This design comes from an exercise in tuning for small area, a short achievable clock period and few clock cycles on the open sky130 flow, not from production work. At most, simulation tests tie the RTL to the original design; equivalence was not proved. For run 2, only the layout was checked, not whether the RTL still works. Power and IR drop assume default switching activity.

--- flow/flow/run.sh ---
#!/bin/bash
# The standard layout (the standard.sh: ORFS synthesis to final layout),
# with three changes to how the layout is made:
#  - the port buffers that global placement inserts on every input and output
#    are sky130_fd_sc_hd__buf_1 rather than the cell OpenROAD picks by itself
#    (the resizer still upsizes the ones on critical paths);
#  - clock tree synthesis builds the tree from clkbuf_4 with small sink
#    clusters and adds no dummy loads;
#  - the resizer may not use the slow low-power clock inverters (clkinvlp_*)
#    on data paths; they are added to the platform's don't-use cells.
set -euo pipefail
export BUFFER_PORTS_ARGS="-buffer_cell sky130_fd_sc_hd__buf_1"
export CTS_ARGS="-sink_clustering_enable -repair_clock_nets -sink_clustering_size 10 -sink_clustering_max_diameter 50 -buf_list sky130_fd_sc_hd__clkbuf_4 -dont_use_dummy_load"
export DONT_USE_CELLS="sky130_fd_sc_hd__clkinvlp_2 sky130_fd_sc_hd__clkinvlp_4"
bash standard.sh > standard.log 2>&1
--- flow/standard.sh ---
#!/bin/bash
# synth_recipe.tcl (not shown) runs the flow's synth.tcl, then flattens the netlist and writes it again
# the make line also repeats each setting of config.mk as NAME=value (left out here)
make -C /OpenROAD-flow-scripts/flow DESIGN_CONFIG=/design/flow/config.mk WORK_HOME=/design/flow/orfs CLKGATE_MAP_FILE= SYNTH_SCRIPT=/design/flow/synth_recipe.tcl "${@:-finish}"
--- flow/config.mk ---
export PLATFORM = sky130hd
export DESIGN_NAME = ieee488_engine
export DESIGN_NICKNAME = ieee488_engine
export VERILOG_FILES = /design/flow/design.v
export SDC_FILE = /design/flow/constraint.sdc
export NUM_CORES = 4
export LEC_CHECK = 0
export CAP_MARGIN = 20
export CORE_MARGIN = 2
export CORE_UTILIZATION = 40
export SETUP_SLACK_MARGIN = 2.0
export SLEW_MARGIN = 20
export SYNTH_HIERARCHICAL = 1
export SYNTH_MINIMUM_KEEP_SIZE = 0
--- flow/constraint.sdc ---
create_clock -name core_clock -period 5.0 [get_ports {clk}]
set_input_delay 1.0000 -clock core_clock [delete_from_list [all_inputs] [get_ports {clk}]]
set_output_delay 1.0000 -clock core_clock [all_outputs]
set_load 0.01 [all_outputs]
--- flow/design.v ---
module ieee488_engine (
    input  wire       clk,
    input  wire       rst,           
    input  wire [4:0] cfg_address,   
    input  wire       atn_in,
    input  wire       dav_in,
    input  wire       ndac_in,
    input  wire       nrfd_in,
    input  wire       eoi_in,
    input  wire       ifc_in,
    input  wire [7:0] data_in,
    output reg        dav_drv,
    output reg        eoi_drv,
    output reg        ndac_drv,
    output reg        nrfd_drv,
    output wire [7:0] data_out,
    output wire       data_talk,     
    output wire       ctrl_talk,     
    output wire       ext_req,
    output wire [3:0] ext_op,
    output wire [3:0] ext_sa,
    output wire [7:0] ext_wdata,
    input  wire       ext_ack,
    input  wire       ext_ok,
    input  wire [7:0] ext_rdata,
    input  wire       ext_last,
    input  wire       ext_eoi,
    output wire [5:0] cmd_len,
    input  wire [4:0] cmd_raddr,
    output wire [7:0] cmd_rdata
);
    localparam CMD_BUF_SIZE = 32;
    localparam [4:0] S_IDLE = 5'h00,    
                     S_CW   = 5'h01,    
                     S_RXD  = 5'h02,    
                     S_LW   = 5'h03,    
                     S_RXL  = 5'h04,    
                     S_WAL  = 5'h05,    
                     S_WAO  = 5'h06,    
                     S_WAT  = 5'h07,    
                     S_TXW  = 5'h08,    
                     S_TXD  = 5'h09,    
                     S_TXV  = 5'h0A,    
                     S_FW   = 5'h10,    
                     S_ST   = 5'h11,    
                     S_FR   = 5'h12,    
                     S_FE   = 5'h13,    
                     S_ADV  = 5'h14,    
                     S_RF   = 5'h15,    
                     S_DOS  = 5'h16,    
                     S_FO   = 5'h17,    
                     S_CLO  = 5'h18,    
                     S_FREE = 5'h19;    
    localparam [1:0] M_CMD    = 2'd0,
                     M_DATA   = 2'd1,
                     M_IGNORE = 2'd2;
    reg [4:0] state;
    reg [4:0] device_address;
    reg       listen_active;
    reg       talk_active;
    reg       command_received;
    reg       open_active;
    reg [3:0] open_sa;
    reg [5:0] command_length;
    reg [7:0] command_buffer [0:CMD_BUF_SIZE-1];
    reg       atn_received;
    reg       ifc_received;
    reg       atn_prev;
    reg [7:0] v;             
    reg       eoi;           
    reg [3:0] sa;            
    reg [1:0] mode;
    reg       last;
    reg       talk_drv;      
    assign ext_req   = state[4];
    assign ext_op    = state[3:0];
    assign ext_sa    = sa;
    assign ext_wdata = v;
    assign data_out  = v;
    assign data_talk = talk_drv;
    assign ctrl_talk = talk_drv;
    assign cmd_len   = command_length;
    wire [4:0] ra_n;
    wire [3:0] pre_lo_n;     
    wire [7:0] pre_hi_n;     
    wire [31:0] wsel;        
    genvar gb, gg, gk, gw;
    generate
        for (gk = 0; gk < 5; gk = gk + 1) begin : g_inv
            ieee488_rd_inv u_i (.a(cmd_raddr[gk]), .y(ra_n[gk]));
        end
        for (gk = 0; gk < 4; gk = gk + 1) begin : g_lo
            ieee488_rd_nand2 u_l (
                .a(gk[1] ? cmd_raddr[1] : ra_n[1]),
                .b(gk[0] ? cmd_raddr[0] : ra_n[0]),
                .y(pre_lo_n[gk]));
        end
        for (gg = 0; gg < 8; gg = gg + 1) begin : g_hi
            ieee488_rd_nand3 u_h (
                .a(gg[2] ? cmd_raddr[4] : ra_n[4]),
                .b(gg[1] ? cmd_raddr[3] : ra_n[3]),
                .c(gg[0] ? cmd_raddr[2] : ra_n[2]),
                .y(pre_hi_n[gg]));
        end
        for (gw = 0; gw < CMD_BUF_SIZE; gw = gw + 1) begin : g_ws
            ieee488_rd_nor2 u_w (.a(pre_lo_n[gw % 4]), .b(pre_hi_n[gw / 4]),
                                 .y(wsel[gw]));
        end
        for (gb = 0; gb < 8; gb = gb + 1) begin : g_rd
            wire [7:0] grp;      
            wire [3:0] pair_n;
            for (gg = 0; gg < 8; gg = gg + 1) begin : g_grp
                wire [3:0] t;
                for (gk = 0; gk < 4; gk = gk + 1) begin : g_w
                    ieee488_rd_nand2 u_t (.a(command_buffer[4*gg+gk][gb]),
                                          .b(wsel[4*gg+gk]), .y(t[gk]));
                end
                ieee488_rd_nand4 u_n (.a(t[0]), .b(t[1]), .c(t[2]), .d(t[3]),
                                      .y(grp[gg]));
            end
            for (gk = 0; gk < 4; gk = gk + 1) begin : g_pair
                ieee488_rd_nor2 u_p (.a(grp[2*gk]), .b(grp[2*gk+1]), .y(pair_n[gk]));
            end
            ieee488_rd_nand4 u_o (.a(pair_n[0]), .b(pair_n[1]), .c(pair_n[2]),
                                  .d(pair_n[3]), .y(cmd_rdata[gb]));
        end
    endgenerate
    wire atn_event = atn_prev & ~atn_in;
    wire ifc_now   = ifc_received | ~ifc_in;           
    wire abort_any = atn_received | ifc_now;           
    wire [2:0] cb_class = v[7:5];
    wire       is_unlisten = (v == 8'h3F);
    wire       is_untalk   = (v == 8'h5F);
    wire       is_listen   = (cb_class == 3'b001) & ~is_unlisten;
    wire       is_talk     = (cb_class == 3'b010) & ~is_untalk;
    wire       is_second   = (v[7:4] == 4'h6);
    wire       is_close    = (v[7:4] == 4'hE);
    wire       is_open     = (v[7:4] == 4'hF);
    wire       addr_match  = (v[4:0] == device_address);
    wire tx_ready = ~ndac_in & nrfd_in;      
    wire tx_taken = ~nrfd_in & ndac_in;      
    reg wr_pend;
    always @(posedge clk) begin
        if (wr_pend)
            command_buffer[command_length[4:0]] <= v;
    end
    reg disp;    
    always @(posedge clk) begin
        disp = 1'b0;
        atn_prev <= atn_in;
        wr_pend  <= 1'b0;
        if (rst) begin
            state            <= S_IDLE;
            device_address   <= cfg_address;
            listen_active    <= 1'b0;
            talk_active      <= 1'b0;
            command_received <= 1'b0;
            open_active      <= 1'b0;
            command_length   <= 6'd0;
            atn_received     <= 1'b0;
            ifc_received     <= 1'b0;
            dav_drv          <= 1'b0;
            eoi_drv          <= 1'b0;
            ndac_drv         <= 1'b0;
            nrfd_drv         <= 1'b0;
            talk_drv         <= 1'b0;
        end else begin
            if (~ifc_in)
                ifc_received <= 1'b1;
            if (wr_pend)
                command_length <= command_length + 6'd1;
            case (state)
                S_IDLE: disp = 1'b1;
                S_CW: begin
                    if (abort_any) begin
                        disp = 1'b1;
                    end else if (atn_in) begin
                        ndac_drv <= 1'b0;
                        nrfd_drv <= 1'b0;
                        state    <= S_IDLE;
                    end else if (~dav_in && ~nrfd_drv) begin
                        v        <= data_in;
                        nrfd_drv <= 1'b1;
                        ndac_drv <= 1'b0;
                        state    <= S_RXD;
                    end else begin
                        nrfd_drv <= 1'b0;
                        ndac_drv <= 1'b1;
                    end
                end
                S_RXD: begin
                    if (abort_any) begin
                        disp = 1'b1;
                    end else if (dav_in) begin
                        ndac_drv <= 1'b1;
                        sa    <= v[3:0];
                        state <= S_CW;
                        if (is_unlisten) begin
                            listen_active <= 1'b0;
                            if (command_received) begin
                                if (open_active && open_sa != 4'd15) begin
                                    sa    <= open_sa;
                                    state <= S_FO;
                                end else begin
                                    state <= S_DOS;
                                end
                            end else begin
                                command_length <= 6'd0;
                                open_active    <= 1'b0;
                            end
                        end else if (is_untalk) begin
                            talk_active <= 1'b0;
                        end else if (is_listen) begin
                            if (addr_match) begin
                                listen_active <= 1'b1;
                                talk_active   <= 1'b0;
                            end
                        end else if (is_talk) begin
                            if (addr_match) begin
                                talk_active   <= 1'b1;
                                listen_active <= 1'b0;
                            end
                        end else if (is_second) begin
                            if (listen_active) begin
                                if (!atn_in) begin
                                    state <= S_WAL;
                                end else if (v[3:0] == 4'd15) begin
                                    mode  <= M_CMD;
                                    state <= S_LW;
                                end else begin
                                    state <= S_FW;
                                end
                            end else if (talk_active) begin
                                state <= atn_in ? S_FR : S_WAT;
                            end
                        end else if (is_close) begin
                            if (listen_active)
                                state <= (v[3:0] == 4'd15) ? S_FREE : S_CLO;
                        end else if (is_open) begin
                            if (listen_active) begin
                                if (!atn_in) begin
                                    state <= S_WAO;
                                end else begin
                                    open_active <= 1'b1;
                                    open_sa     <= v[3:0];
                                    mode        <= M_CMD;
                                    state       <= S_LW;
                                end
                            end
                        end
                    end
                end
                S_DOS, S_FO: begin
                    if (ext_ack) begin
                        command_length   <= 6'd0;
                        command_received <= 1'b0;
                        open_active      <= 1'b0;
                        nrfd_drv         <= 1'b0;
                        state            <= S_CW;
                    end
                end
                S_CLO: begin
                    if (ext_ack) begin
                        nrfd_drv <= 1'b0;
                        state    <= S_CW;
                    end
                end
                S_FREE: begin
                    if (ext_ack) begin
                        if (listen_active) begin
                            nrfd_drv <= 1'b0;
                            state    <= S_CW;
                        end else begin
                            device_address <= cfg_address;
                            dav_drv  <= 1'b0;
                            eoi_drv  <= 1'b0;
                            ndac_drv <= 1'b0;
                            nrfd_drv <= 1'b0;
                            talk_drv <= 1'b0;
                            if (ifc_in)
                                ifc_received <= 1'b0;
                            state    <= S_IDLE;
                        end
                    end
                end
                S_WAL, S_WAO, S_WAT: begin
                    if (ifc_now) begin
                        disp = 1'b1;
                    end else if (atn_in) begin
                        if (state == S_WAT) begin
                            state <= S_FR;
                        end else if (state == S_WAO || sa == 4'd15) begin
                            if (state == S_WAO) begin
                                open_active <= 1'b1;
                                open_sa     <= sa;
                            end
                            mode     <= M_CMD;
                            nrfd_drv <= 1'b0;
                            state    <= S_LW;
                        end else begin
                            state <= S_FW;
                        end
                    end
                end
                S_FW: begin
                    if (ext_ack) begin
                        mode     <= ext_ok ? M_DATA : M_IGNORE;
                        nrfd_drv <= 1'b0;
                        state    <= S_LW;
                    end
                end
                S_LW: begin
                    if (abort_any) begin
                        disp = 1'b1;
                    end else if (~dav_in && ~nrfd_drv) begin
                        v        <= data_in;
                        nrfd_drv <= 1'b1;
                        ndac_drv <= 1'b0;
                        state    <= S_RXL;
                    end else begin
                        nrfd_drv <= 1'b0;
                        ndac_drv <= 1'b1;
                    end
                end
                S_RXL: begin
                    if (abort_any) begin
                        disp = 1'b1;
                    end else if (dav_in) begin
                        ndac_drv <= 1'b1;
                        state    <= S_LW;
                        case (mode)
                            M_CMD: begin
                                command_received <= 1'b1;
                                wr_pend          <= !command_length[5];
                            end
                            M_DATA: state <= S_ST;
                            default: ;
                        endcase
                    end
                end
                S_ST: begin
                    if (ext_ack) begin
                        if (!ext_ok) mode <= M_IGNORE;
                        nrfd_drv <= 1'b0;
                        state    <= S_LW;
                    end
                end
                S_FR: begin
                    if (ext_ack) begin
                        if (abort_any) begin
                            disp = 1'b1;
                        end else if (ext_ok) begin
                            ndac_drv <= 1'b0;
                            nrfd_drv <= 1'b0;
                            talk_drv <= 1'b1;
                            state    <= S_FE;
                        end else begin
                            ndac_drv <= 1'b0;
                            nrfd_drv <= 1'b0;
                            state    <= S_IDLE;
                        end
                    end
                end
                S_FE: begin
                    if (ext_ack) begin
                        v    <= ext_rdata;
                        last <= ext_last;
                        eoi  <= ext_last & ext_eoi;
                        if (abort_any) begin
                            talk_drv <= 1'b0;
                            disp = 1'b1;
                        end else if (tx_ready) begin
                            eoi_drv <= ext_last & ext_eoi;
                            state   <= S_TXD;
                        end else begin
                            state   <= S_TXW;
                        end
                    end
                end
                S_TXW: begin
                    if (abort_any) begin
                        talk_drv <= 1'b0;
                        disp = 1'b1;
                    end else if (tx_ready) begin
                        eoi_drv <= eoi;
                        state   <= S_TXD;
                    end
                end
                S_TXD: begin
                    if (abort_any) begin
                        eoi_drv  <= 1'b0;
                        talk_drv <= 1'b0;
                        disp = 1'b1;
                    end else begin
                        dav_drv <= 1'b1;
                        state   <= S_TXV;
                    end
                end
                S_TXV: begin
                    if (abort_any) begin
                        dav_drv  <= 1'b0;
                        eoi_drv  <= 1'b0;
                        talk_drv <= 1'b0;
                        disp = 1'b1;
                    end else if (tx_taken) begin
                        dav_drv <= 1'b0;
                        eoi_drv <= 1'b0;
                        if (!last) begin
                            state <= S_ADV;
                        end else if (eoi) begin
                            talk_drv <= 1'b0;
                            state    <= S_IDLE;
                        end else begin
                            state <= S_RF;
                        end
                    end
                end
                S_ADV: if (ext_ack) state <= S_FE;
                S_RF: begin
                    if (ext_ack) begin
                        if (ext_ok) begin
                            state <= S_FE;
                        end else begin
                            talk_drv <= 1'b0;
                            state    <= S_IDLE;
                        end
                    end
                end
                default: state <= S_IDLE;
            endcase
            if (disp) begin
                if (ifc_now) begin
                    listen_active    <= 1'b0;
                    talk_active      <= 1'b0;
                    command_received <= 1'b0;
                    open_active      <= 1'b0;
                    command_length   <= 6'd0;
                    sa               <= 4'd15;
                    state            <= S_FREE;
                end else if (atn_received) begin
                    atn_received <= 1'b0;
                    nrfd_drv     <= 1'b0;
                    ndac_drv     <= 1'b1;
                    state        <= S_CW;
                end else begin
                    state <= S_IDLE;
                end
            end
            if (atn_event) begin
                atn_received <= 1'b1;
                dav_drv      <= 1'b0;
                eoi_drv      <= 1'b0;
                talk_drv     <= 1'b0;
                ndac_drv     <= 1'b1;
                nrfd_drv     <= 1'b1;
            end
        end
    end
endmodule
module ieee488_rd_inv (input wire a, output wire y);
    assign y = ~a;
endmodule
module ieee488_rd_nor2 (input wire a, input wire b, output wire y);
    assign y = ~(a | b);
endmodule
module ieee488_rd_nand2 (input wire a, input wire b, output wire y);
    assign y = ~(a & b);
endmodule
module ieee488_rd_nand3 (input wire a, input wire b, input wire c, output wire y);
    assign y = ~(a & b & c);
endmodule
module ieee488_rd_nand4 (input wire a, input wire b, input wire c, input wire d,
                         output wire y);
    assign y = ~(a & b & c & d);
endmodule
==> results of run 1 <==
per-stage QoR:
stage	cells	util	hold WS (ns)	worst slack (ns)	cell area, µm²
CTS	1681	0.457	0.473	1.63	14900
global placement	1633	0.429	0.461	1.24	14000
finish	1697	0.463	0.485	1.62	15100
global route	1697	0.463	0.492	1.53	15100
floorplan	1137	-	0.488	2.14	13200
detailed placement	1633	0.429	0.460	1.21	14000
cells in the mapped netlist, types with 6 or more instances:
library cell and number:
buf_4 12, dfxtp_1 24, nor3b_1 7, nor2b_1 14
o21ai_0 18, nor3_1 19, nor2_1 121, clkbuf_1 17
o31ai_1 6, o211ai_1 8, nand4_1 82, nand3_1 25
nand2b_1 17, a31oi_1 7, buf_2 11, mux2_2 14
nand2_1 300, inv_1 13, xnor2_1 8, a21oi_1 25
edfxtp_1 281
worst paths after layout:
| path | startpoint | endpoint | slack, ns | cells after the start |
|---|---|---|---|---|
| worst min-delay path | command_length[5] | wr_pend | 0.49 | 1 |
| worst max-delay path | cmd_raddr[1] | cmd_rdata[0] | 1.62 | 10 |
| worst max register to register | state[0] | device_address[3] | 2.24 | 4 |
| worst min register to register | command_length[5] | wr_pend | 0.49 | 1 |
final cells by class:
cell class	instances	area, µm²	share of cell area
multi-input cells	773	4500	0.299
flip-flops and latches	305	8920	0.592
repair buffers	121	724	0.0481
well taps	442	553	0.0367
diodes	1	2.50	0.000166
inverters	16	78.8	0.00523
clock buffers	39	293	0.0194
modules after synthesis, one instance, submodules excluded:
| module | flops+latches | copies in the design | cells inside | area, µm² |
|---|---|---|---|---|
| ieee488_rd_nor2 | 0 | 64 | 1 | 3.75 |
| ieee488_rd_inv | 0 | 5 | 1 | 3.75 |
| ieee488_rd_nand2 | 0 | 260 | 1 | 3.75 |
| ieee488_rd_nand3 | 0 | 8 | 1 | 5.00 |
| ieee488_engine | 305 | 1 | 728 | 11500 |
| ieee488_rd_nand4 | 0 | 72 | 1 | 6.26 |
power by group through the flow:
stage	logic [µW]	clock network (µW)	registers (µW)
floorplan	405	0	2860
global placement	555	0	2860
detailed placement	558	0	2860
CTS	606	1170	2800
global route	682	1260	2810
finish	628	1130	2810
what timing repair did:
action | 4_1_cts | 5_1_grt
hold buffers | 0 | 0
gates resized for setup | 142 | 16
setup buffers | 9 | 15
endpoints found under the setup margin | 14 | 21
pin swaps | 47 | 31
metal layers:
metal  global-route usage  routed length (µm)  up-vias
met2                0.315               15700      407
met1                0.284               14800     4521
met5                    0                   0        -
li1                     -                   -     4386
met3               0.0393                2990       87
met4               0.0734                1120        0
flip-flops by register name, indices dropped and copies added, names as in the netlist, 2 cells and up:
register / cells
command_length: 6
open_sa: 4
v: 8
mode: 2
sa: 4
device_address: 5
state: 5
command_buffer: 256
logic make-up after synthesis:
group                      after synthesis
adders and majority gates                4
buffers and inverters                   59
and+or+nand+nor                        628
muxes                                   19
xor gates and xnor gates                10
AOI/OAI and AO/OA                      112
DFF                                    305
placed cells by master, fill, tap and decap left out, drive strengths merged, types with 22 or more instances in the layout:
cell and n:
nand4 82, nand3 25, nor2 123, dfxtp 24
o21ai 22, buf 119, edfxtp 281, nand2 300
clkbuf 41, a21oi 25
worst max-delay path, delay by kind of cell:
kind / cells / cell delay, ns
buffers and inverters: 4 / 0.61
AND/OR/NAND/NOR: 6 / 0.77
==> out/metrics.cfg, run 1 <==
[outcome]
outcome = timing/DRC/antenna clean

[synth]
synth_flop_cell = edfxtp_1
synthMuxAreaShare = 0.0157
post_synth_fa_ha_maj_area_fraction = 0.00379
syn_inst = 1137
synth-xor-area-share = 0.00663
synth_compound_area_frac = 0.0579
synthSimpleGateAreaFrac = 0.219
yosysTopAreaCellShare = 0.639
ys_warn_count = 7
synth_seq_area_share = 0.675
synth.area.top_cells = edfxtp_1, nand2_1, nand4_1, dfxtp_1, nor2_1
synth_fp_nets = 1179
ys_ff_latch = 305
synth_area_per_cell_um2 = 11.6
synth_top_family_by_area = simple AND/OR/NAND/NOR gates
synth_area_mm2 = 0.0132
yosysTopAreaCell = edfxtp_1
async_reset_ff_frac = 0
synth_edf_count = 281
synth_cell_type_count = 78

[detailed_routing]
route.detailed.drc = 0
first_pass_iters = 5
vias = 9401
routed_via_density = 5.54
wl_per_cell_um = 20.4
drt_iter0_markers = 813
ant_nets = 0
drt-total-wl_um = 34600

[floorplanning]
dieArea_mm2 = 0.0345
fp.dieW_um = 186
die_y_um = 186
core_mm2 = 0.0325
start_util = 0.406
boundaryPins = 83
fp-row-count = 66

[critical_path]
cp.arrival_ns = 2.38
worstPathCellList = buf_12 -> clkinvlp_4 -> nand2_8 -> buf_4 -> nor2_4 -> nand2_1 -> nand4_1 -> nor2_2 -> nand4_1 -> buf_2
crit_required_ns = 4.00
critPathLaunchType = input port
endpoint_kind = output port
cp_common_cell = nand4_1
crit_fanout = 8
crit_slowest_cell = nand2_8
cpPeakStageDelay_ns = 0.21
path_class = in2out

[sta]
rsz0062_at_grt = yes
max_freq_ghz = 0.296
post-route-period-util = 0.677
tns_ns = 0
finalSetupViolCount = 0
fin_skew_ns = 0.0685
maxSlewViolCount = 0
tightest_slew_ns = 1.00
finalCriticalPeriod_ns = 3.38
finalHoldViolations = 0
relSlewSlack = 0.313

[power]
ir_worst_vdd_uv = 147
p_sw_uw = 1200
p_clk_frac = 0.248
powerDensity_mw_per_mm2 = 303
combPwrFrac = 0.138
power.internal_uw = 3360
p_leak_uw = 0.00461
fin_total_pwr_uw = 4560
seq_power_share = 0.615
switching_share = 0.264

[layout]
fillCellCount = 3038
drive_gt1_frac = 0.158
num-nets-final = 1298
syn_to_final_growth_pct = 14.1

[grt]
overflow = 0
antenna_found_initial = 2
grt_max_degree = 50
grt_pass1_vias = 9007
grt_pass1_wl_um = 52600
grtUsageTotal = 0.203

[placement]
place_congestion = 0.870
io_buffers = 81
dp_hpwl_um = 21900

[cts]
cts_num_sinks = 305
cts_tree = built
clk_pin_slew_ns = 0.11
cts_buffers = 39
cts_htree_levels = 2
ctsLongestPathBuffers = 3
clock-root-buffer = clkbuf_4
clk-insertion-delay-late_ns = 0.71

[worst_hold_path]
hold_class = reg2reg

[flow_run]
drv_cap = 0

Testbench counts, summed over its fixed seeds: cycles 28,704.
==> inputs of run 2 (changes only) <==
--- a/flow/design.v
+++ b/flow/design.v
@@ -81,7 +81,7 @@
     assign ctrl_talk = talk_drv;
     assign cmd_len   = command_length;
     wire [4:0] ra_n;
-    wire [3:0] pre_lo_n;     
+    wire [3:0] pre_lo_n [0:1];   
     wire [7:0] pre_hi_n;     
     wire [31:0] wsel;        
     genvar gb, gg, gk, gw;
@@ -89,11 +89,13 @@
         for (gk = 0; gk < 5; gk = gk + 1) begin : g_inv
             ieee488_rd_inv u_i (.a(cmd_raddr[gk]), .y(ra_n[gk]));
         end
-        for (gk = 0; gk < 4; gk = gk + 1) begin : g_lo
-            ieee488_rd_nand2 u_l (
-                .a(gk[1] ? cmd_raddr[1] : ra_n[1]),
-                .b(gk[0] ? cmd_raddr[0] : ra_n[0]),
-                .y(pre_lo_n[gk]));
+        for (gw = 0; gw < 2; gw = gw + 1) begin : g_loc
+            for (gk = 0; gk < 4; gk = gk + 1) begin : g_lo
+                ieee488_rd_nand2 u_l (
+                    .a(gk[1] ? cmd_raddr[1] : ra_n[1]),
+                    .b(gk[0] ? cmd_raddr[0] : ra_n[0]),
+                    .y(pre_lo_n[gw][gk]));
+            end
         end
         for (gg = 0; gg < 8; gg = gg + 1) begin : g_hi
             ieee488_rd_nand3 u_h (
@@ -103,7 +105,7 @@
                 .y(pre_hi_n[gg]));
         end
         for (gw = 0; gw < CMD_BUF_SIZE; gw = gw + 1) begin : g_ws
-            ieee488_rd_nor2 u_w (.a(pre_lo_n[gw % 4]), .b(pre_hi_n[gw / 4]),
+            ieee488_rd_nor2 u_w (.a(pre_lo_n[gw / 16][gw % 4]), .b(pre_hi_n[gw / 4]),
                                  .y(wsel[gw]));
         end
         for (gb = 0; gb < 8; gb = gb + 1) begin : g_rd
==> flow/flow/run.sh (replaced) <==
#!/bin/bash
# The standard layout (the standard.sh: ORFS synthesis to final layout),
# with two changes to how the layout is made:
#  - the port buffers that global placement inserts on every input and output
#    are sky130_fd_sc_hd__buf_1 rather than the cell OpenROAD picks by itself
#    (the resizer still upsizes the ones on critical paths);
#  - clock tree synthesis builds the tree from clkbuf_4 with small sink
#    clusters and adds no dummy loads.
set -euo pipefail
export BUFFER_PORTS_ARGS="-buffer_cell sky130_fd_sc_hd__buf_1"
export CTS_ARGS="-sink_clustering_enable -repair_clock_nets -sink_clustering_size 10 -sink_clustering_max_diameter 50 -buf_list sky130_fd_sc_hd__clkbuf_4 -dont_use_dummy_load"
bash standard.sh > standard.log 2>&1
==> out/metrics.cfg, run 2 <==
[floorplanning]
dieArea_mm2 = 0.0350
die_y_um = 187
fp.dieW_um = 187
boundaryPins = 83
start_util = 0.403
fp-row-count = 67
core_mm2 = 0.0333

[synth]
ys_warn_count = 7
yosysTopAreaCell = edfxtp_1
synth.area.top_cells = edfxtp_1, nand2_1, nand4_1, dfxtp_1, nor2_1
synth_common_cells = nand2_1, edfxtp_1, nor2_1
syn_inst = 1157
synth_fp_nets = 1199
synth_cell_type_count = 83
synth_flop_cell = edfxtp_1
synth_top_family_by_area = simple AND/OR/NAND/NOR gates
synthSimpleGateAreaFrac = 0.218
synthMuxAreaShare = 0.00821
yosysTopAreaCellShare = 0.629
synth-xor-area-share = 0.00653
post_synth_fa_ha_maj_area_fraction = 0.00373
synth_area_mm2 = 0.0134
synth_compound_area_frac = 0.0738
synth_seq_area_share = 0.665
async_reset_ff_frac = 0
ys_ff_latch = 305
synth_most_common_cell = nand2_1
synth_edf_count = 281
synth_area_per_cell_um2 = 11.6

[placement]
place_congestion = 0.877
dpl_cell_area_mm2 = 0.0142
dp_hpwl_um = 22700
io_buffers = 81
placedCellCount = 1665

[layout]
multiInputGateArea_mm2 = 0.00467
ff_latch_area_mm2 = 0.00892
num-nets-final = 1311
largest_reg_flops = 256
final_cell_mix = nand2_1, edfxtp_1, nand4_1
instances_no_fill = 1716
fillCellCount = 3067
fin_area_mm2 = 0.0151
syn_to_final_growth_pct = 12.9
drive_gt1_frac = 0.163
final_common_cell = nand2_1

[detailed_routing]
route.detailed.drc = 0
first_pass_iters = 5
drt-total-wl_um = 34600
top_layer_used = met4
dr_wl_met2_um = 17300
drt-met1-wl_um = 14000
wl_per_cell_um = 20.1
ant_nets = 0
routed_via_density = 5.51
met3_length_um = 2250
drt_iter0_markers = 808
vias = 9456

[sta]
relSlewSlack = 0.377
fin_skew_ns = 0.0866
post-route-period-util = 0.677
finalHoldViolations = 0
finalCriticalPeriod_ns = 3.39
rsz0062_at_grt = yes
tightest_slew_ns = 0.933
hold_ws_ns = 0.488
tns_ns = 0
finalSetupViolCount = 0
maxSlewViolCount = 0
max_freq_ghz = 0.295

[cts]
cts_num_sinks = 305
cts_tree = built
cts_buffers = 39
clk_pin_slew_ns = 0.11
holdBufCountCts = 0
clock-root-buffer = clkbuf_4
cts_htree_levels = 2
clk-insertion-delay-late_ns = 0.66
ctsLongestPathBuffers = 3

[critical_path]
cp.arrival_ns = 2.39
crit_required_ns = 4.00
path_class = in2out
crit_fanout = 8
critPathLaunchType = input port
endpoint_kind = output port

[power]
powerDensity_mw_per_mm2 = 332
p_leak_uw = 0.00465
ir_worst_vdd_uv = 206
fin_total_pwr_uw = 5020

[grt]
antenna_found_initial = 1
grt_pass1_wl_um = 53500
grtUsageTotal = 0.198
grt_pass1_vias = 9338
overflow = 0
grt_max_degree = 49

[outcome]
outcome = timing/DRC/antenna clean

[worst_hold_path]
hold_class = reg2reg

[flow_run]
drv_cap = 0

## run 2: changes by cell type after synthesis, sizes merged, moves of 5 or more
cell    delta
nand2     +17
nor2      -14
a21oi      +7
o21ai      +7
a211oi     +6
inv        +6
mux2       -6
nor3       +6
nor3b      -6
clkbuf     -5
o31ai      -5
## run 2: worst paths after layout
kind	start	end	slack (ns)	cells after the start
setup / recovery	cmd_raddr[2]	cmd_rdata[6]	1.61	9
setup reg to reg	state[2]	state[0]	2.17	7
hold reg to reg	command_received	command_received	0.49	2
hold / removal	command_received	command_received	0.49	2
## run 2: layout make-up
cell class                 count  area share
tap                          448      0.0370
sequential                   305       0.589
inverter                      20     0.00628
clock buffer                  39      0.0193
multi-input combinational    792       0.308
timing repair buffer         111      0.0401
antenna                        1    0.000165
## run 2: modules after synthesis (local to each module, per instance)
module            cell area, µm²  flip-flops and latches  cells
ieee488_rd_nand3            5.00                       0      1
ieee488_engine             11700                     305    744
ieee488_rd_nand4            6.26                       0      1
ieee488_rd_inv              3.75                       0      1
ieee488_rd_nand2            3.75                       0      1
ieee488_rd_nor2             3.75                       0      1
## run 2: routing by layer
metal | track usage | up-vias
met3 | 0.0338 | 72
li1 | - | 4472
met1 | 0.250 | 4564
met2 | 0.344 | 348
met5 | 0 | -
met4 | 0.0687 | 0
## run 2: repair_timing
item                       CTS  global route
gates cloned                 0             0
setup buffers                8             3
pin swaps                   48            23
resized for setup          148            10
setup endpoints to repair   19            12
## run 2: worst max-delay path: stages
cell and delay (ns):
buf_12 0.08, clkinvlp_4 0.19, nand3_4 0.23, nor2_4 0.08, nand2_1 0.07, nand4_1 0.17, nor2_2 0.17, nand4_1 0.19
buf_2 0.19
## run 2: kinds of logic after synthesis
logic type,count (synthesis)
AO/OA/AOI/OAI,135
XOR/XNOR,10
adder cells (fa/ha/maj),4
buffers and inverters,60
flip-flops,305
multiplexers,10
AND/OR/NAND/NOR,633
## run 2: power breakdown
group	leakage, µW	switching, µW	total, µW	internal (µW)
Sequential	0.00272	96.0	2890	2790
Combinational	0.00176	636	1010	376
Clock	0.000179	766	1130	360
## run 2: through the flow
stage	utilization	setup WS [ns]
global route	0.455	1.60
floorplan	-	2.14
global placement	0.426	1.30
finish	0.455	1.61
CTS	0.453	1.66
detailed placement	0.426	1.27
==> inputs of run 3 (changes only) <==
--- a/flow/design.v
+++ b/flow/design.v
@@ -81,7 +81,7 @@
     assign ctrl_talk = talk_drv;
     assign cmd_len   = command_length;
     wire [4:0] ra_n;
-    wire [3:0] pre_lo_n [0:1];   
+    wire [3:0] pre_lo_n;     
     wire [7:0] pre_hi_n;     
     wire [31:0] wsel;        
     genvar gb, gg, gk, gw;
@@ -89,13 +89,11 @@
         for (gk = 0; gk < 5; gk = gk + 1) begin : g_inv
             ieee488_rd_inv u_i (.a(cmd_raddr[gk]), .y(ra_n[gk]));
         end
-        for (gw = 0; gw < 2; gw = gw + 1) begin : g_loc
-            for (gk = 0; gk < 4; gk = gk + 1) begin : g_lo
-                ieee488_rd_nand2 u_l (
-                    .a(gk[1] ? cmd_raddr[1] : ra_n[1]),
-                    .b(gk[0] ? cmd_raddr[0] : ra_n[0]),
-                    .y(pre_lo_n[gw][gk]));
-            end
+        for (gk = 0; gk < 4; gk = gk + 1) begin : g_lo
+            ieee488_rd_nand2 u_l (
+                .a(gk[1] ? cmd_raddr[1] : ra_n[1]),
+                .b(gk[0] ? cmd_raddr[0] : ra_n[0]),
+                .y(pre_lo_n[gk]));
         end
         for (gg = 0; gg < 8; gg = gg + 1) begin : g_hi
             ieee488_rd_nand3 u_h (
@@ -105,7 +103,7 @@
                 .y(pre_hi_n[gg]));
         end
         for (gw = 0; gw < CMD_BUF_SIZE; gw = gw + 1) begin : g_ws
-            ieee488_rd_nor2 u_w (.a(pre_lo_n[gw / 16][gw % 4]), .b(pre_hi_n[gw / 4]),
+            ieee488_rd_nor2 u_w (.a(pre_lo_n[gw % 4]), .b(pre_hi_n[gw / 4]),
                                  .y(wsel[gw]));
         end
         for (gb = 0; gb < 8; gb = gb + 1) begin : g_rd
==> flow/flow/run.sh (replaced) <==
#!/bin/bash
# The standard layout (the standard.sh: ORFS synthesis to final layout),
# with three changes to how the layout is made:
#  - the port buffers that global placement inserts on every input and output
#    are sky130_fd_sc_hd__buf_1 rather than the cell OpenROAD picks by itself
#    (the resizer still upsizes the ones on critical paths);
#  - clock tree synthesis builds the tree from clkbuf_4 with small sink
#    clusters and adds no dummy loads;
#  - the resizer may not use the slow low-power clock inverters (clkinvlp_*):
#    they are added to the platform's own don't-use cells.
set -euo pipefail
export BUFFER_PORTS_ARGS="-buffer_cell sky130_fd_sc_hd__buf_1"
export CTS_ARGS="-sink_clustering_enable -repair_clock_nets -sink_clustering_size 10 -sink_clustering_max_diameter 50 -buf_list sky130_fd_sc_hd__clkbuf_4 -dont_use_dummy_load"
PLATFORM_DONT_USE="sky130_fd_sc_hd__probe_p_8 sky130_fd_sc_hd__probec_p_8 sky130_fd_sc_hd__lpflow_bleeder_1 sky130_fd_sc_hd__lpflow_clkbufkapwr_1 sky130_fd_sc_hd__lpflow_clkbufkapwr_16 sky130_fd_sc_hd__lpflow_clkbufkapwr_2 sky130_fd_sc_hd__lpflow_clkbufkapwr_4 sky130_fd_sc_hd__lpflow_clkbufkapwr_8 sky130_fd_sc_hd__lpflow_clkinvkapwr_1 sky130_fd_sc_hd__lpflow_clkinvkapwr_16 sky130_fd_sc_hd__lpflow_clkinvkapwr_2 sky130_fd_sc_hd__lpflow_clkinvkapwr_4 sky130_fd_sc_hd__lpflow_clkinvkapwr_8 sky130_fd_sc_hd__lpflow_decapkapwr_12 sky130_fd_sc_hd__lpflow_decapkapwr_3 sky130_fd_sc_hd__lpflow_decapkapwr_4 sky130_fd_sc_hd__lpflow_decapkapwr_6 sky130_fd_sc_hd__lpflow_decapkapwr_8 sky130_fd_sc_hd__lpflow_inputiso0n_1 sky130_fd_sc_hd__lpflow_inputiso0p_1 sky130_fd_sc_hd__lpflow_inputiso1n_1 sky130_fd_sc_hd__lpflow_inputiso1p_1 sky130_fd_sc_hd__lpflow_inputisolatch_1 sky130_fd_sc_hd__lpflow_isobufsrc_1 sky130_fd_sc_hd__lpflow_isobufsrc_16 sky130_fd_sc_hd__lpflow_isobufsrc_2 sky130_fd_sc_hd__lpflow_isobufsrc_4 sky130_fd_sc_hd__lpflow_isobufsrc_8 sky130_fd_sc_hd__lpflow_isobufsrckapwr_16 sky130_fd_sc_hd__lpflow_lsbuf_lh_hl_isowell_tap_1 sky130_fd_sc_hd__lpflow_lsbuf_lh_hl_isowell_tap_2 sky130_fd_sc_hd__lpflow_lsbuf_lh_hl_isowell_tap_4 sky130_fd_sc_hd__lpflow_lsbuf_lh_isowell_4 sky130_fd_sc_hd__lpflow_lsbuf_lh_isowell_tap_1 sky130_fd_sc_hd__lpflow_lsbuf_lh_isowell_tap_2 sky130_fd_sc_hd__lpflow_lsbuf_lh_isowell_tap_4"
bash standard.sh "DONT_USE_CELLS=$PLATFORM_DONT_USE sky130_fd_sc_hd__clkinvlp_2 sky130_fd_sc_hd__clkinvlp_4" finish > standard.log 2>&1
==> out/metrics.cfg, run 3 <==
[outcome]
outcome = timing/DRC/antenna clean

[floorplanning]
die_y_um = 186
core_mm2 = 0.0325
fp-row-count = 66
boundaryPins = 83
start_util = 0.406
fp.dieW_um = 186
dieArea_mm2 = 0.0345

[detailed_routing]
wl_per_cell_um = 20.3
drt_iter0_markers = 773
drt-total-wl_um = 34300
route.detailed.drc = 0
ant_nets = 0
first_pass_iters = 5
routed_via_density = 5.52
vias = 9299

[synth]
syn_inst = 1137
synth.area.top_cells = edfxtp_1, nand2_1, nand4_1, dfxtp_1, nor2_1
synth_flop_cell = edfxtp_1
synth_fp_nets = 1179
ys_ff_latch = 305
synth_edf_count = 281
async_reset_ff_frac = 0
synth_cell_type_count = 78
synth_area_mm2 = 0.0132
yosysTopAreaCellShare = 0.639
synth_common_cells = nand2_1, edfxtp_1, nor2_1
synth_area_per_cell_um2 = 11.6
yosysTopAreaCell = edfxtp_1
synth_seq_area_share = 0.675
ys_warn_count = 7
synth_most_common_cell = nand2_1

[placement]
dpl_cell_area_mm2 = 0.0140
place_congestion = 0.870
dp_hpwl_um = 21900
io_buffers = 81
place_ws_ns = 1.21
placedCellCount = 1633

[layout]
num-nets-final = 1286
instances_no_fill = 1685
final_cell_mix = nand2_1, edfxtp_1, nand4_1
fillCellCount = 3052
final_common_cell = nand2_1
largest_reg_flops = 256
syn_to_final_growth_pct = 13.4
fin_area_mm2 = 0.0150
drive_gt1_frac = 0.149

[critical_path]
critPathLaunchType = input port
cp.arrival_ns = 2.23
path_class = in2out
cp_top_family = simple AND/OR/NAND/NOR gates
endpoint_kind = output port
crit_slowest_cell = nor2_1
cpPeakStageDelay_ns = 0.20
cp_common_cell = nand4_1
worstPathCellList = buf_12 -> buf_4 -> nand3_4 -> nor2_4 -> nand2_1 -> nand4_1 -> nor2_1 -> nand4_1 -> buf_2
crit_fanout = 8
crit_buf_inv = 3
crit_required_ns = 4.00

[sta]
setup_ws_ns = 1.77
finalHoldViolations = 0
fin_skew_ns = 0.0697
finalSetupViolCount = 0
post-route-period-util = 0.647
tns_ns = 0
relSlewSlack = 0.322
max_freq_ghz = 0.309
maxSlewViolCount = 0
tightest_slew_ns = 0.991
finalCriticalPeriod_ns = 3.23
rsz0062_at_grt = yes

[grt]
overflow = 0
grtUsageMet3 = 0.0389
grtUsageMet2 = 0.313
grt_pass1_vias = 8950
antenna_found_initial = 2
grtUsageTotal = 0.202
grt_pass1_wl_um = 52600
busiest_layer = met2
grt_util_met1 = 0.286
grt_max_degree = 50

[cts]
clk_pin_slew_ns = 0.11
cts_htree_levels = 2
ctsLongestPathBuffers = 3
holdBufCountCts = 0
cts_tree = built
cts_buffers = 39
cts_num_sinks = 305
clk-insertion-delay-late_ns = 0.70
clock-root-buffer = clkbuf_4

[power]
p_leak_uw = 0.00458
fin_total_pwr_uw = 4550
powerDensity_mw_per_mm2 = 303
ir_worst_vdd_uv = 146

[worst_hold_path]
hold_class = reg2reg

[flow_run]
drv_cap = 0

-- run 3: logic make-up (layout without fill, tap and decap cells) --
logic type                 count (synthesis)  after routing  share of synthesized area
and+or+nand+nor                          628            628                      0.219
DFF                                      305            305                      0.675
AOI/OAI and AO/OA                        112            112                     0.0579
buffers and inverters                     59            164                     0.0218
muxes                                     19             19                     0.0157
xor gates and xnor gates                  10             10                    0.00663
adders and majority gates                  4              4                    0.00379
other                                      0              1                          0
-- run 3: worst reg2reg max path, delay by kind of cell, from the launching register on --
| family | cells | cell delay, ns |
|---|---|---|
| AOI/OAI and AO/OA | 1 | 0.78 |
| buffers and inverters | 1 | 0.35 |
| and+or+nand+nor | 2 | 0.72 |
| DFF | 1 | 0.55 |
-- run 3: through the flow --
step                hold slack [ns]   util
detailed placement            0.460  0.429
global route                  0.492  0.461
global placement              0.461  0.429
floorplan                     0.488      -
CTS                           0.473  0.456
finish                        0.486  0.461
-- run 3: modules after synthesis, one instance, submodules excluded --
module / times used / cells inside / area [µm²] / flops+latches
ieee488_rd_nor2: 64 / 1 / 3.75 / 0
ieee488_rd_nand3: 8 / 1 / 5.00 / 0
ieee488_rd_nand2: 260 / 1 / 3.75 / 0
ieee488_rd_inv: 5 / 1 / 3.75 / 0
ieee488_engine: 1 / 728 / 11500 / 305
ieee488_rd_nand4: 72 / 1 / 6.26 / 0
-- run 3: final cells by class --
class	instances	area, µm²	area share
Antenna cell	1	2.50	0.000167
Clock buffer	39	293	0.0195
Inverter	16	103	0.00685
Multi-Input combinational cell	773	4510	0.301
Sequential cell	305	8920	0.595
Tap cell	442	553	0.0369
Timing Repair Buffer	109	604	0.0403
-- run 3: timing repair --
| action | in CTS | in global routing |
|---|---|---|
| pin swaps | 55 | 38 |
| endpoints found under the setup margin | 14 | 21 |
| buffers inserted | 4 | 8 |
| gates resized for setup | 156 | 10 |
-- run 3: final timing paths --
path / from / to / slack (ns) / depth (start not counted)
min: command_length[5] / wr_pend / 0.49 / 1
max: cmd_raddr[3] / cmd_rdata[0] / 1.77 / 9
min reg2reg: command_length[5] / wr_pend / 0.49 / 1
max reg2reg: state[0] / device_address[3] / 2.23 / 4
-- run 3: power by group --
part           internal (µW)  total [µW]  switching [µW]
combinational            219         619             400
sequential              2770        2800            32.5
clock                    360        1120             763
total                   3350        4550            1200
-- run 3: metal layers --
layer,vias to the layer above,part of all wire
met2,397,0.46
met4,0,0.028
met5,-,0
met1,4459,0.43
li1,4370,-
met3,73,0.083
Testbench counts of run 3, summed over its fixed seeds: cycles 28,704.
==> inputs of run 4 (changes only) <==
==> flow/flow/run.sh (replaced) <==
#!/bin/bash
# The standard layout (the standard.sh: ORFS synthesis to final layout),
# with these changes to how the layout is made:
#  - the port buffers that global placement inserts on every input and output
#    are sky130_fd_sc_hd__buf_1 rather than the cell OpenROAD picks by itself
#    (the resizer still upsizes the ones on critical paths);
#  - clock tree synthesis builds the tree from clkbuf_4 with small sink
#    clusters and adds no dummy loads;
#  - the resizer may not use the slow low-power clock inverters (clkinvlp_*),
#    which are added to the platform's own don't-use cells, and its sizing
#    may swap cells of different widths (MATCH_CELL_FOOTPRINT=0).
set -euo pipefail
export BUFFER_PORTS_ARGS="-buffer_cell sky130_fd_sc_hd__buf_1"
export CTS_ARGS="-sink_clustering_enable -repair_clock_nets -sink_clustering_size 10 -sink_clustering_max_diameter 50 -buf_list sky130_fd_sc_hd__clkbuf_4 -dont_use_dummy_load"
PLATFORM_DONT_USE="sky130_fd_sc_hd__probe_p_8 sky130_fd_sc_hd__probec_p_8 sky130_fd_sc_hd__lpflow_bleeder_1 sky130_fd_sc_hd__lpflow_clkbufkapwr_1 sky130_fd_sc_hd__lpflow_clkbufkapwr_16 sky130_fd_sc_hd__lpflow_clkbufkapwr_2 sky130_fd_sc_hd__lpflow_clkbufkapwr_4 sky130_fd_sc_hd__lpflow_clkbufkapwr_8 sky130_fd_sc_hd__lpflow_clkinvkapwr_1 sky130_fd_sc_hd__lpflow_clkinvkapwr_16 sky130_fd_sc_hd__lpflow_clkinvkapwr_2 sky130_fd_sc_hd__lpflow_clkinvkapwr_4 sky130_fd_sc_hd__lpflow_clkinvkapwr_8 sky130_fd_sc_hd__lpflow_decapkapwr_12 sky130_fd_sc_hd__lpflow_decapkapwr_3 sky130_fd_sc_hd__lpflow_decapkapwr_4 sky130_fd_sc_hd__lpflow_decapkapwr_6 sky130_fd_sc_hd__lpflow_decapkapwr_8 sky130_fd_sc_hd__lpflow_inputiso0n_1 sky130_fd_sc_hd__lpflow_inputiso0p_1 sky130_fd_sc_hd__lpflow_inputiso1n_1 sky130_fd_sc_hd__lpflow_inputiso1p_1 sky130_fd_sc_hd__lpflow_inputisolatch_1 sky130_fd_sc_hd__lpflow_isobufsrc_1 sky130_fd_sc_hd__lpflow_isobufsrc_16 sky130_fd_sc_hd__lpflow_isobufsrc_2 sky130_fd_sc_hd__lpflow_isobufsrc_4 sky130_fd_sc_hd__lpflow_isobufsrc_8 sky130_fd_sc_hd__lpflow_isobufsrckapwr_16 sky130_fd_sc_hd__lpflow_lsbuf_lh_hl_isowell_tap_1 sky130_fd_sc_hd__lpflow_lsbuf_lh_hl_isowell_tap_2 sky130_fd_sc_hd__lpflow_lsbuf_lh_hl_isowell_tap_4 sky130_fd_sc_hd__lpflow_lsbuf_lh_isowell_4 sky130_fd_sc_hd__lpflow_lsbuf_lh_isowell_tap_1 sky130_fd_sc_hd__lpflow_lsbuf_lh_isowell_tap_2 sky130_fd_sc_hd__lpflow_lsbuf_lh_isowell_tap_4"
bash standard.sh "DONT_USE_CELLS=$PLATFORM_DONT_USE sky130_fd_sc_hd__clkinvlp_2 sky130_fd_sc_hd__clkinvlp_4" MATCH_CELL_FOOTPRINT=0 finish > standard.log 2>&1
==> out/metrics.cfg, run 4 <==
[sta]
tns_ns = 0
maxSlewViolCount = 0
finalCriticalPeriod_ns = 3.22
setup_ws_ns = 1.78
finalSetupViolCount = 0
max_freq_ghz = 0.310
fin_skew_ns = 0.0695
rsz0062_at_grt = yes
tightest_slew_ns = 1.00
finalHoldViolations = 0
relSlewSlack = 0.316
post-route-period-util = 0.644

[synth]
synth_most_common_cell = nand2_1
syn_inst = 1137
synth_flop_cell = edfxtp_1
async_reset_ff_frac = 0
synth_top_family_by_area = simple AND/OR/NAND/NOR gates
synth_fp_nets = 1179
synthMuxAreaShare = 0.0157
synth_compound_area_frac = 0.0579
synth_edf_count = 281
synth_area_per_cell_um2 = 11.6
synth_common_cells = nand2_1, edfxtp_1, nor2_1
post_synth_fa_ha_maj_area_fraction = 0.00379
yosysTopAreaCellShare = 0.639
synth-xor-area-share = 0.00663
synth_area_mm2 = 0.0132
synth_seq_area_share = 0.675
ys_ff_latch = 305
yosysTopAreaCell = edfxtp_1
synth_cell_type_count = 78
synth.area.top_cells = edfxtp_1, nand2_1, nand4_1, dfxtp_1, nor2_1
synthSimpleGateAreaFrac = 0.219
ys_warn_count = 7

[layout]
final_cell_mix = nand2_1, edfxtp_1, nand4_1
final_util = 0.460
drive_gt1_frac = 0.151
instances_no_fill = 1684
final_common_cell = nand2_1
syn_to_final_growth_pct = 13.4
num-nets-final = 1285
largest_reg_flops = 256
fillCellCount = 3061

[floorplanning]
fp.dieW_um = 186
fp-row-count = 66
start_util = 0.406
dieArea_mm2 = 0.0345
die_y_um = 186
core_mm2 = 0.0325
boundaryPins = 83

[cts]
clk-insertion-delay-late_ns = 0.70
cts_buffers = 39
cts_tree = built
ctsLongestPathBuffers = 3
holdBufCountCts = 0
cts_htree_levels = 2
clock-root-buffer = clkbuf_4
clk_pin_slew_ns = 0.11
cts_num_sinks = 305

[critical_path]
reg2reg_slack_ns = 2.22
crit_required_ns = 4.00
worstReg2RegStart = state[0]
critPathLaunchType = input port
crit_fanout = 8
endpoint_kind = output port
path_class = in2out
startpoint = cmd_raddr[3]
cp.arrival_ns = 2.22

[power]
p_leak_uw = 0.00457
power.internal_uw = 3350
p_sw_uw = 1190
p_clk_frac = 0.247
seq_power_share = 0.617
powerDensity_mw_per_mm2 = 303
ir_worst_vdd_uv = 146
combPwrFrac = 0.136
switching_share = 0.263

[placement]
io_buffers = 81
dp_hpwl_um = 21900
placedCellCount = 1633
place_ws_ns = 1.21
place_congestion = 0.870

[grt]
antenna_found_initial = 2
grt_util_met1 = 0.284
grtUsageMet3 = 0.0403
grt_pass1_wl_um = 52600
grt_pass1_vias = 8945
grtUsageTotal = 0.203
grtUsageMet2 = 0.315
grt_max_degree = 50
overflow = 0
busiest_layer = met2

[detailed_routing]
route.detailed.drc = 0
wl_per_cell_um = 20.4
first_pass_iters = 5
drt_iter0_markers = 809
routed_via_density = 5.56
drt-total-wl_um = 34300
ant_nets = 0
vias = 9362

[outcome]
outcome = timing/DRC/antenna clean

[flow_run]
drv_cap = 0

[worst_hold_path]
hold_class = reg2reg
hp-start = command_length[5]

## run 4: cell counts after synthesis
Identical to the previous run, type by type.
## run 4: layout make-up
class,count,area [µm²],share of cell area
flip-flops and latches,305,8920,0.595
multi-input cells,773,4520,0.302
repair buffers,108,592,0.0395
well taps,442,553,0.0369
clock buffers,39,293,0.0195
inverters,16,103,0.00685
diodes,1,2.50,0.000167
## run 4: logic make-up after synthesis
logic type,Yosys count
AOI/OAI and AO/OA,112
adders and majority gates,4
DFF,305
muxes,19
xor gates and xnor gates,10
and+or+nand+nor,628
buffers and inverters,59
## run 4: path summary, 6_finish.rpt
path,cells after the start,end
setup / recovery,9,cmd_rdata[2]
hold / removal,1,wr_pend
setup reg to reg,4,device_address[3]
hold reg to reg,1,wr_pend
## run 4: power by group through the flow
stage / sequential, µW / clock (µW) / combinational, µW
after floorplan: 2860 / 0 / 405
after global placement: 2860 / 0 / 555
after detailed placement: 2860 / 0 / 558
after CTS: 2800 / 1170 / 607
after global routing: 2810 / 1260 / 671
final: 2810 / 1120 / 617
## run 4: layer usage
metal	vias up	share of wire
met5	-	0
met4	0	0.030
met3	76	0.079
met2	389	0.46
met1	4526	0.43
li1	4371	-
## run 4: timing repair
action | 4_1_cts | 5_1_grt
resized for setup | 175 | 11
setup buffers | 4 | 7
pin swaps | 60 | 40
endpoints found under the hold margin | 0 | 0
endpoints found under the setup margin | 14 | 21
## run 4: worst max-delay path, cell delays in order
cell	delay, ns
buf_12	0.12
clkinv_8	0.07
nand3_4	0.14
nor2_4	0.09
nand2_1	0.07
nand4_1	0.13
nor2_2	0.22
nand4_1	0.19
buf_2	0.18
## run 4: modules after synthesis (local to each module, per instance)
module / cell area, µm² / times used / flip-flops and latches / cells
ieee488_engine: 11500 / 1 / 305 / 728
ieee488_rd_inv: 3.75 / 5 / 0 / 1
ieee488_rd_nand2: 3.75 / 260 / 0 / 1
ieee488_rd_nand3: 5.00 / 8 / 0 / 1
ieee488_rd_nand4: 6.26 / 72 / 0 / 1
ieee488_rd_nor2: 3.75 / 64 / 0 / 1
## run 4: metrics by stage
step / hold WS, ns / total power (µW) / area [µm²]
global placement: 0.461 / 3420 / 14000
floorplan: 0.488 / 3260 / 13200
global route: 0.492 / 4740 / 15000
CTS: 0.473 / 4580 / 14900
detailed placement: 0.460 / 3420 / 14000
finish: 0.489 / 4540 / 15000

static timing again, ports no longer ideal:
How much do the figures lean on ideal ports? The routed layouts below were timed once more, with nothing changed but the port constraints.
Step 1 sets driving cells, clkbuf_16 on the clock port and buf_2 on the other inputs (assumed; they add their load-dependent delay and slew).
Step 2 also shifts input and output timing later by t, the mid clock arrival at the registers, as if the neighbouring blocks saw the same clock.
Three values: no drivers, after step 1, after step 2; two values: the first two.
| run | t (ns) | setup WS [ns] | latest minus earliest clock arrival (ns) |
|---|---|---|---|
| run 1 | 0.703 | 1.617 / 1.510 / 1.493 | 0.095 / 0.095 |
| run 2 | 0.682 | 1.614 / 1.542 / 1.542 | 0.114 / 0.114 |
| run 3 | 0.698 | 1.767 / 1.691 / 1.521 | 0.097 / 0.097 |
| run 4 | 0.693 | 1.779 / 1.676 / 1.512 | 0.094 / 0.094 |
After both steps setup and hold are still met in every run listed. The setup slack of run 4, which loses most, moves by -0.103 ns with the drivers and by -0.267 ns with both steps.
